What follows belongs to an exercise in optimizing a design on an open flow for small area, a short achievable clock period and few clock cycles; a production flow would make more cautious choices. No activity file was given, so power comes from the tool's default toggle rates.

==> flow/design.v <==
module dem_encoder (
    input  wire        clk,
    input  wire        rst,         
    input  wire        start,
    input  wire [15:0] in_len,      
    input  wire [15:0] out_cap,     
    output wire        busy,
    output reg         done,
    output reg         fail,
    output reg  [3:0]  cause,       
    output reg  [15:0] out_len,     
    output wire        rd_en,
    output wire [13:0] rd_addr,     
    input  wire [31:0] rd_data,
    output wire        out_valid,
    output wire [7:0]  out_data,
    input  wire        out_ready
);
    localparam [31:0] OUTW = 32'h8000_0000;
    localparam [2:0] S_SCAN = 3'd0,    
                     S_PAY  = 3'd1,    
                     S_CEND = 3'd2,    
                     S_LAST = 3'd3,    
                     S_F8   = 3'd4,    
                     S_DONE = 3'd5,    
                     S_BAD  = 3'd6;    
    localparam [1:0] K_REC = 2'd0, K_CHUNK = 2'd1, K_F8 = 2'd2;
    reg         run;
    reg  [2:0]  st;
    reg  [13:0] n_w;
    reg  [13:0] ra;           
    reg         iv;           
    reg         ilast;        
    reg         rq_v;
    reg         rq_last;
    reg  [31:0] rq;           
    reg  [31:0] p;            
    reg         bq_v;
    reg         bq_last;
    reg  [31:0] bq;           
    reg  [2:0]  bc;           
    reg         bu;           
    reg         eoi;          
    reg         rec_v;
    reg  [2:0]  t;
    reg  [8:0]  c;            
    reg  [31:0] pb;           
    reg  [3:0]  n4;           
    reg         ovf;          
    reg         first;        
    reg  [13:0] ri;           
    reg         pv;
    reg  [1:0]  pk;
    reg  [2:0]  pt;
    reg  [8:0]  pc;
    reg  [31:0] ppb;
    reg  [2:0]  pnb;
    reg         ov;
    reg  [1:0]  oph;          
    reg  [2:0]  ot;
    reg  [8:0]  oc;
    reg  [31:0] ob;
    reg  [2:0]  onb;          
    reg  [15:0] rem;          
    reg         room;
    wire [31:0] d     = rq - p;
    wire        isout = (rq == OUTW);
    wire        dz    = (d == 32'd0);
    function fits(input [31:0] dv, input integer w);
        reg same;
        reg lowz;
        integer b;
        begin
            same = 1'b1;
            for (b = w - 1; b < 32; b = b + 1) same = same & (dv[b] == dv[31]);
            lowz = 1'b1;
            for (b = 0; b < w - 1; b = b + 1) lowz = lowz & ~dv[b];
            fits = same & ~(dv[31] & lowz);
        end
    endfunction
    wire f4  = fits(d, 4);
    wire f8  = fits(d, 8);
    wire f12 = fits(d, 12);
    wire f16 = fits(d, 16);
    wire f24 = fits(d, 24);
    wire unenc = ~isout & (d == 32'h8000_0000);
    reg  [2:0] cls;
    always @(*) begin
        if (isout)     cls = 3'd0;
        else if (dz)   cls = 3'd1;
        else if (f4)   cls = 3'd2;
        else if (f8)   cls = 3'd3;
        else if (f12)  cls = 3'd4;
        else if (f16)  cls = 3'd5;
        else if (f24)  cls = 3'd6;
        else           cls = 3'd7;
    end
    function [3:0] wn(input [2:0] ty);
        case (ty)
            3'd2: wn = 4'd1;  3'd3: wn = 4'd2;  3'd4: wn = 4'd3;
            3'd5: wn = 4'd4;  3'd6: wn = 4'd6;  3'd7: wn = 4'd8;
            default: wn = 4'd0;
        endcase
    endfunction
    function [31:0] wmask(input [2:0] ty);
        case (ty)
            3'd2: wmask = 32'h0000_000F;  3'd3: wmask = 32'h0000_00FF;
            3'd4: wmask = 32'h0000_0FFF;  3'd5: wmask = 32'h0000_FFFF;
            3'd6: wmask = 32'h00FF_FFFF;  3'd7: wmask = 32'hFFFF_FFFF;
            default: wmask = 32'd0;
        endcase
    endfunction
    wire [31:0] dm_c   = d & wmask(cls);
    wire [31:0] pb_add = pb | (bq << {n4[2:0], 2'b00});
    wire [4:0]  n4_add = {1'b0, n4} + {1'b0, wn(t)};
    wire        fit    = (n4_add <= 5'd8);
    wire ph_last  = (oph == 2'd2) ? (onb == 3'd1)
                  : (oph == 2'd1) ? (onb == 3'd0)
                  : (oc <= 9'd31 && onb == 3'd0);
    wire move     = ov && room && out_ready;
    wire ofree    = !ov || (move && ph_last);
    wire take     = pv && (pk != K_F8) && ofree;
    wire slot     = !pv || take;           
    wire brk      = !rec_v || bu || (bc != t) || (c == 9'd287);
    reg  consume;       
    reg  push;          
    reg  [1:0] push_k;
    reg  rewind;        
    always @(*) begin
        consume = 1'b0;
        push    = 1'b0;
        push_k  = K_REC;
        rewind  = 1'b0;
        case (st)
            S_SCAN: if (bq_v) begin
                if (!brk) consume = 1'b1;
                else if (!rec_v) consume = 1'b1;
                else if (slot) begin
                    push = 1'b1;
                    if (ovf) rewind = 1'b1;
                    else     consume = 1'b1;
                end
            end
            S_PAY: if (bq_v) begin
                if (first || fit) consume = 1'b1;
                else if (slot) begin
                    push = 1'b1; push_k = K_CHUNK; consume = 1'b1;
                end
            end
            S_CEND: if (slot) begin push = 1'b1; push_k = K_CHUNK; end
            S_LAST: if (slot) begin push = 1'b1; if (ovf) rewind = 1'b1; end
            S_F8:   if (slot) begin push = 1'b1; push_k = K_F8; end
            default: ;
        endcase
    end
    wire        issue    = run && (st == S_SCAN || st == S_PAY || st == S_CEND) && (ra != n_w);
    wire [13:0] ra_inc   = ra + 14'd1;
    wire        mab      = rq_v && (!bq_v || consume);
    wire        land     = iv && (!rq_v || mab);
    wire        drop     = iv && rq_v && !mab;
    assign busy      = run;
    assign rd_en     = issue;
    assign rd_addr   = ra;
    reg [7:0] obyte;
    always @(*) begin
        case (oph)
            2'd0:    obyte = (oc <= 9'd31) ? {ot, oc[4:0]} : {ot, 5'd0};
            2'd1:    obyte = oc[7:0] - 8'd32;
            default: obyte = ob[7:0];
        endcase
    end
    assign out_valid = ov && room;
    assign out_data  = obyte;
    wire fin_ok = run && (st == S_DONE) && !pv && !ov;
    wire fin_f8 = run && pv && (pk == K_F8) && !ov;
    wire fin_f4 = run && ov && !room;
    wire fin_bl = run && (st == S_BAD);
    always @(posedge clk) begin
        if (rst) begin
            run  <= 1'b0;
            done <= 1'b0;
            fail <= 1'b0;
            cause <= 4'd0;
            out_len <= 16'd0;
            st   <= S_DONE;
            iv   <= 1'b0;
            rq_v <= 1'b0;
            pv   <= 1'b0;
            ov   <= 1'b0;
        end else begin
            done <= 1'b0;
            if (!run) begin
                if (start) begin
                    run     <= 1'b1;
                    n_w     <= in_len[15:2];
                    ra      <= 14'd0;
                    iv      <= 1'b0;
                    rq_v    <= 1'b0;
                    bq_v    <= 1'b0;
                    p       <= 32'd0;
                    eoi     <= 1'b0;
                    rec_v   <= 1'b0;
                    pv      <= 1'b0;
                    ov      <= 1'b0;
                    rem     <= out_cap;
                    room    <= (out_cap != 16'd0);
                    out_len <= 16'd0;
                    if (in_len[1:0] != 2'd0)      st <= S_BAD;
                    else if (in_len[15:2] == 14'd0) st <= S_DONE;
                    else                          st <= S_SCAN;
                end
            end else if (fin_ok || fin_f8 || fin_f4 || fin_bl) begin
                run   <= 1'b0;
                done  <= 1'b1;
                fail  <= !fin_ok;
                cause <= fin_bl ? 4'd9 : fin_f8 ? 4'd8 : fin_f4 ? 4'd4 : 4'd0;
                if (!fin_ok) out_len <= 16'd0;
                iv    <= 1'b0;
                rq_v  <= 1'b0;
                bq_v  <= 1'b0;
                pv    <= 1'b0;
                ov    <= 1'b0;
            end else begin
                if (rewind) begin
                    ra   <= ri;
                    iv   <= 1'b0;
                    rq_v <= 1'b0;
                    bq_v <= 1'b0;
                end else begin
                    if (drop)       ra <= ra - 14'd1;
                    else if (issue) ra <= ra_inc;
                    iv    <= issue && !drop;
                    ilast <= (ra_inc == n_w);
                    if (land) begin
                        rq      <= rd_data;
                        rq_last <= ilast;
                        rq_v    <= 1'b1;
                    end else if (mab) begin
                        rq_v    <= 1'b0;
                    end
                    if (mab) begin
                        bq      <= dm_c;
                        bc      <= cls;
                        bu      <= unenc;
                        bq_last <= rq_last;
                        bq_v    <= 1'b1;
                        if (!isout) p <= rq;
                    end else if (consume) begin
                        bq_v    <= 1'b0;
                    end
                end
                case (st)
                    S_SCAN: if (consume) begin
                        if (!brk) begin
                            c <= c + 9'd1;
                            if (t >= 3'd2) begin
                                if (fit && !ovf) begin
                                    pb <= pb_add;
                                    n4 <= n4_add[3:0];
                                end else begin
                                    ovf <= 1'b1;
                                end
                            end
                        end else begin
                            t     <= bc;
                            c     <= 9'd1;
                            pb    <= bq;
                            n4    <= wn(bc);
                            ovf   <= 1'b0;
                            rec_v <= 1'b1;
                            ri    <= ra - {12'd0, 2'd1 + {1'b0, iv} + {1'b0, rq_v}};
                            if (bu) st <= S_F8;
                        end
                        if (bq_last) begin
                            eoi <= 1'b1;
                            if (!bu) st <= S_LAST;
                        end
                    end else if (rewind) begin
                        st    <= S_PAY;
                        first <= 1'b1;
                        n4    <= 4'd0;
                    end
                    S_PAY: if (consume) begin
                        c <= c - 9'd1;
                        if (fit) begin
                            pb <= pb_add;
                            n4 <= n4_add[3:0];
                        end else begin
                            pb    <= bq;
                            n4    <= wn(t);
                            first <= 1'b0;
                        end
                        if (c == 9'd1) st <= S_CEND;
                        if (bq_last) eoi <= 1'b1;
                    end
                    S_CEND: if (push) begin
                        rec_v <= 1'b0;
                        st    <= eoi ? S_DONE : S_SCAN;
                    end
                    S_LAST: if (push) begin
                        if (ovf) begin
                            st    <= S_PAY;
                            first <= 1'b1;
                            n4    <= 4'd0;
                        end else begin
                            st    <= S_DONE;
                        end
                    end
                    S_F8: if (push) st <= S_DONE;
                    default: ;
                endcase
                if (push) begin
                    pv  <= 1'b1;
                    pk  <= push_k;
                    pt  <= t;
                    pc  <= c;
                    ppb <= pb;
                    pnb <= (n4[3:1] + {2'b00, n4[0]});
                end else if (take) begin
                    pv  <= 1'b0;
                end
                if (take) begin
                    ov  <= 1'b1;
                    oph <= (pk == K_CHUNK) ? 2'd2 : 2'd0;
                    ot  <= pt;
                    oc  <= pc;
                    ob  <= ppb;
                    onb <= pnb;
                end else if (move) begin
                    if (ph_last) ov <= 1'b0;
                    case (oph)
                        2'd0: oph <= (oc > 9'd31) ? 2'd1 : 2'd2;
                        2'd1: oph <= 2'd2;
                        default: begin
                            ob  <= {8'd0, ob[31:8]};
                            onb <= onb - 3'd1;
                        end
                    endcase
                end
                if (move) begin
                    out_len <= out_len + 16'd1;
                    rem     <= rem - 16'd1;
                    room    <= (rem != 16'd1);
                end
            end
        end
    end
endmodule
Settings: LEC_CHECK=0, CAP_MARGIN=20, CORE_MARGIN=2, CORE_UTILIZATION=40, SETUP_SLACK_MARGIN=5, SLEW_MARGIN=20, TNS_END_PERCENT=100; clock period 10.0 ns.
run.sh (not shown) runs the stock make flow with config.mk's settings and CLKGATE_MAP_FILE= SYNTH_SCRIPT=/design/flow/synth_recipe.tcl, a recipe that flattens the netlist after the stock synthesis.
The first run finished with timing, DRC and antenna clean.
Edit:
--- a/flow/design.v
+++ b/flow/design.v
@@ -48,14 +48,8 @@
     reg  [3:0]  n4;           
     reg         ovf;          
     reg         first;        
     reg  [13:0] ri;           
-    reg         pv;
-    reg  [1:0]  pk;
-    reg  [2:0]  pt;
-    reg  [8:0]  pc;
-    reg  [31:0] ppb;
-    reg  [2:0]  pnb;
     reg         ov;
     reg  [1:0]  oph;          
     reg  [2:0]  ot;
     reg  [8:0]  oc;
@@ -117,11 +111,9 @@
     wire ph_last  = (oph == 2'd2) ? (onb == 3'd1)
                   : (oph == 2'd1) ? (onb == 3'd0)
                   : (oc <= 9'd31 && onb == 3'd0);
     wire move     = ov && room && out_ready;
-    wire ofree    = !ov || (move && ph_last);
-    wire take     = pv && (pk != K_F8) && ofree;
-    wire slot     = !pv || take;           
+    wire slot     = !ov || (move && ph_last);    
     wire brk      = !rec_v || bu || (bc != t) || (c == 9'd287);
     reg  consume;       
     reg  push;          
     reg  [1:0] push_k;
@@ -148,9 +140,8 @@
                 end
             end
             S_CEND: if (slot) begin push = 1'b1; push_k = K_CHUNK; end
             S_LAST: if (slot) begin push = 1'b1; if (ovf) rewind = 1'b1; end
-            S_F8:   if (slot) begin push = 1'b1; push_k = K_F8; end
             default: ;
         endcase
     end
     wire        issue    = run && (st == S_SCAN || st == S_PAY || st == S_CEND) && (ra != n_w);
@@ -170,10 +161,10 @@
         endcase
     end
     assign out_valid = ov && room;
     assign out_data  = obyte;
-    wire fin_ok = run && (st == S_DONE) && !pv && !ov;
-    wire fin_f8 = run && pv && (pk == K_F8) && !ov;
+    wire fin_ok = run && (st == S_DONE) && !ov;
+    wire fin_f8 = run && (st == S_F8) && !ov;
     wire fin_f4 = run && ov && !room;
     wire fin_bl = run && (st == S_BAD);
     always @(posedge clk) begin
         if (rst) begin
@@ -184,9 +175,8 @@
             out_len <= 16'd0;
             st   <= S_DONE;
             iv   <= 1'b0;
             rq_v <= 1'b0;
-            pv   <= 1'b0;
             ov   <= 1'b0;
         end else begin
             done <= 1'b0;
             if (!run) begin
@@ -199,9 +189,8 @@
                     bq_v    <= 1'b0;
                     p       <= 32'd0;
                     eoi     <= 1'b0;
                     rec_v   <= 1'b0;
-                    pv      <= 1'b0;
                     ov      <= 1'b0;
                     rem     <= out_cap;
                     room    <= (out_cap != 16'd0);
                     out_len <= 16'd0;
@@ -217,9 +206,8 @@
                 if (!fin_ok) out_len <= 16'd0;
                 iv    <= 1'b0;
                 rq_v  <= 1'b0;
                 bq_v  <= 1'b0;
-                pv    <= 1'b0;
                 ov    <= 1'b0;
             end else begin
                 if (rewind) begin
                     ra   <= ri;
@@ -305,28 +293,17 @@
                         end else begin
                             st    <= S_DONE;
                         end
                     end
-                    S_F8: if (push) st <= S_DONE;
                     default: ;
                 endcase
                 if (push) begin
-                    pv  <= 1'b1;
-                    pk  <= push_k;
-                    pt  <= t;
-                    pc  <= c;
-                    ppb <= pb;
-                    pnb <= (n4[3:1] + {2'b00, n4[0]});
-                end else if (take) begin
-                    pv  <= 1'b0;
-                end
-                if (take) begin
                     ov  <= 1'b1;
-                    oph <= (pk == K_CHUNK) ? 2'd2 : 2'd0;
-                    ot  <= pt;
-                    oc  <= pc;
-                    ob  <= ppb;
-                    onb <= pnb;
+                    oph <= (push_k == K_CHUNK) ? 2'd2 : 2'd0;
+                    ot  <= t;
+                    oc  <= c;
+                    ob  <= pb;
+                    onb <= (n4[3:1] + {2'b00, n4[0]});
                 end else if (move) begin
                     if (ph_last) ov <= 1'b0;
                     case (oph)
                         2'd0: oph <= (oc > 9'd31) ? 2'd1 : 2'd2;
Result:
- The changed run finished with timing, DRC and antenna clean
- total power went down by 19%
- sequential power fell by 18%
- combinational power goes down by about 40%
- global-route usage barely changes
- synthesized cell count goes down by 5.1%
- non-clock buffer count does not change
- worst setup slack degrades by 19 ps
- cell area drops by about 7%
- final cell count fell by about 5%
- first-iteration DRC count went down by about 5%
- fmax is lower by about 0.4%
- hold slack improves by 5.3 ps
No run of this note included a check of the RTL's function; only the layout flow was run.

[afterwards: timing with drivers on the ports]
How much do the figures lean on ideal ports? The routed layouts below were timed once more, with nothing changed but the port constraints. Step 1, drivers: a clkbuf_16 drives clk and a buf_2 each remaining input, both assumed. Step 2 adds t to the input delays and takes it off the output delays; t is the mean of the earliest and latest rising clock arrival at the registers after step 1. Input paths then give back, and output paths get back, about the clock's delay inside the block. a / b / c = no drivers / after step 1 / after step 2; a / b = the first two.
run | t, ns | slack for setup (ns) | worst hold slack (ns)
the first run | 0.616 | 5.129 / 5.071 / 4.554 | 0.421 / 0.421 / 0.421
the second run | 0.568 | 5.111 / 5.061 / 4.770 | 0.426 / 0.426 / 0.426
After both steps every run listed still meets setup and hold. For the first run, which loses most, drivers alone change the setup slack by -0.058 ns; drivers and shift together by -0.575 ns.
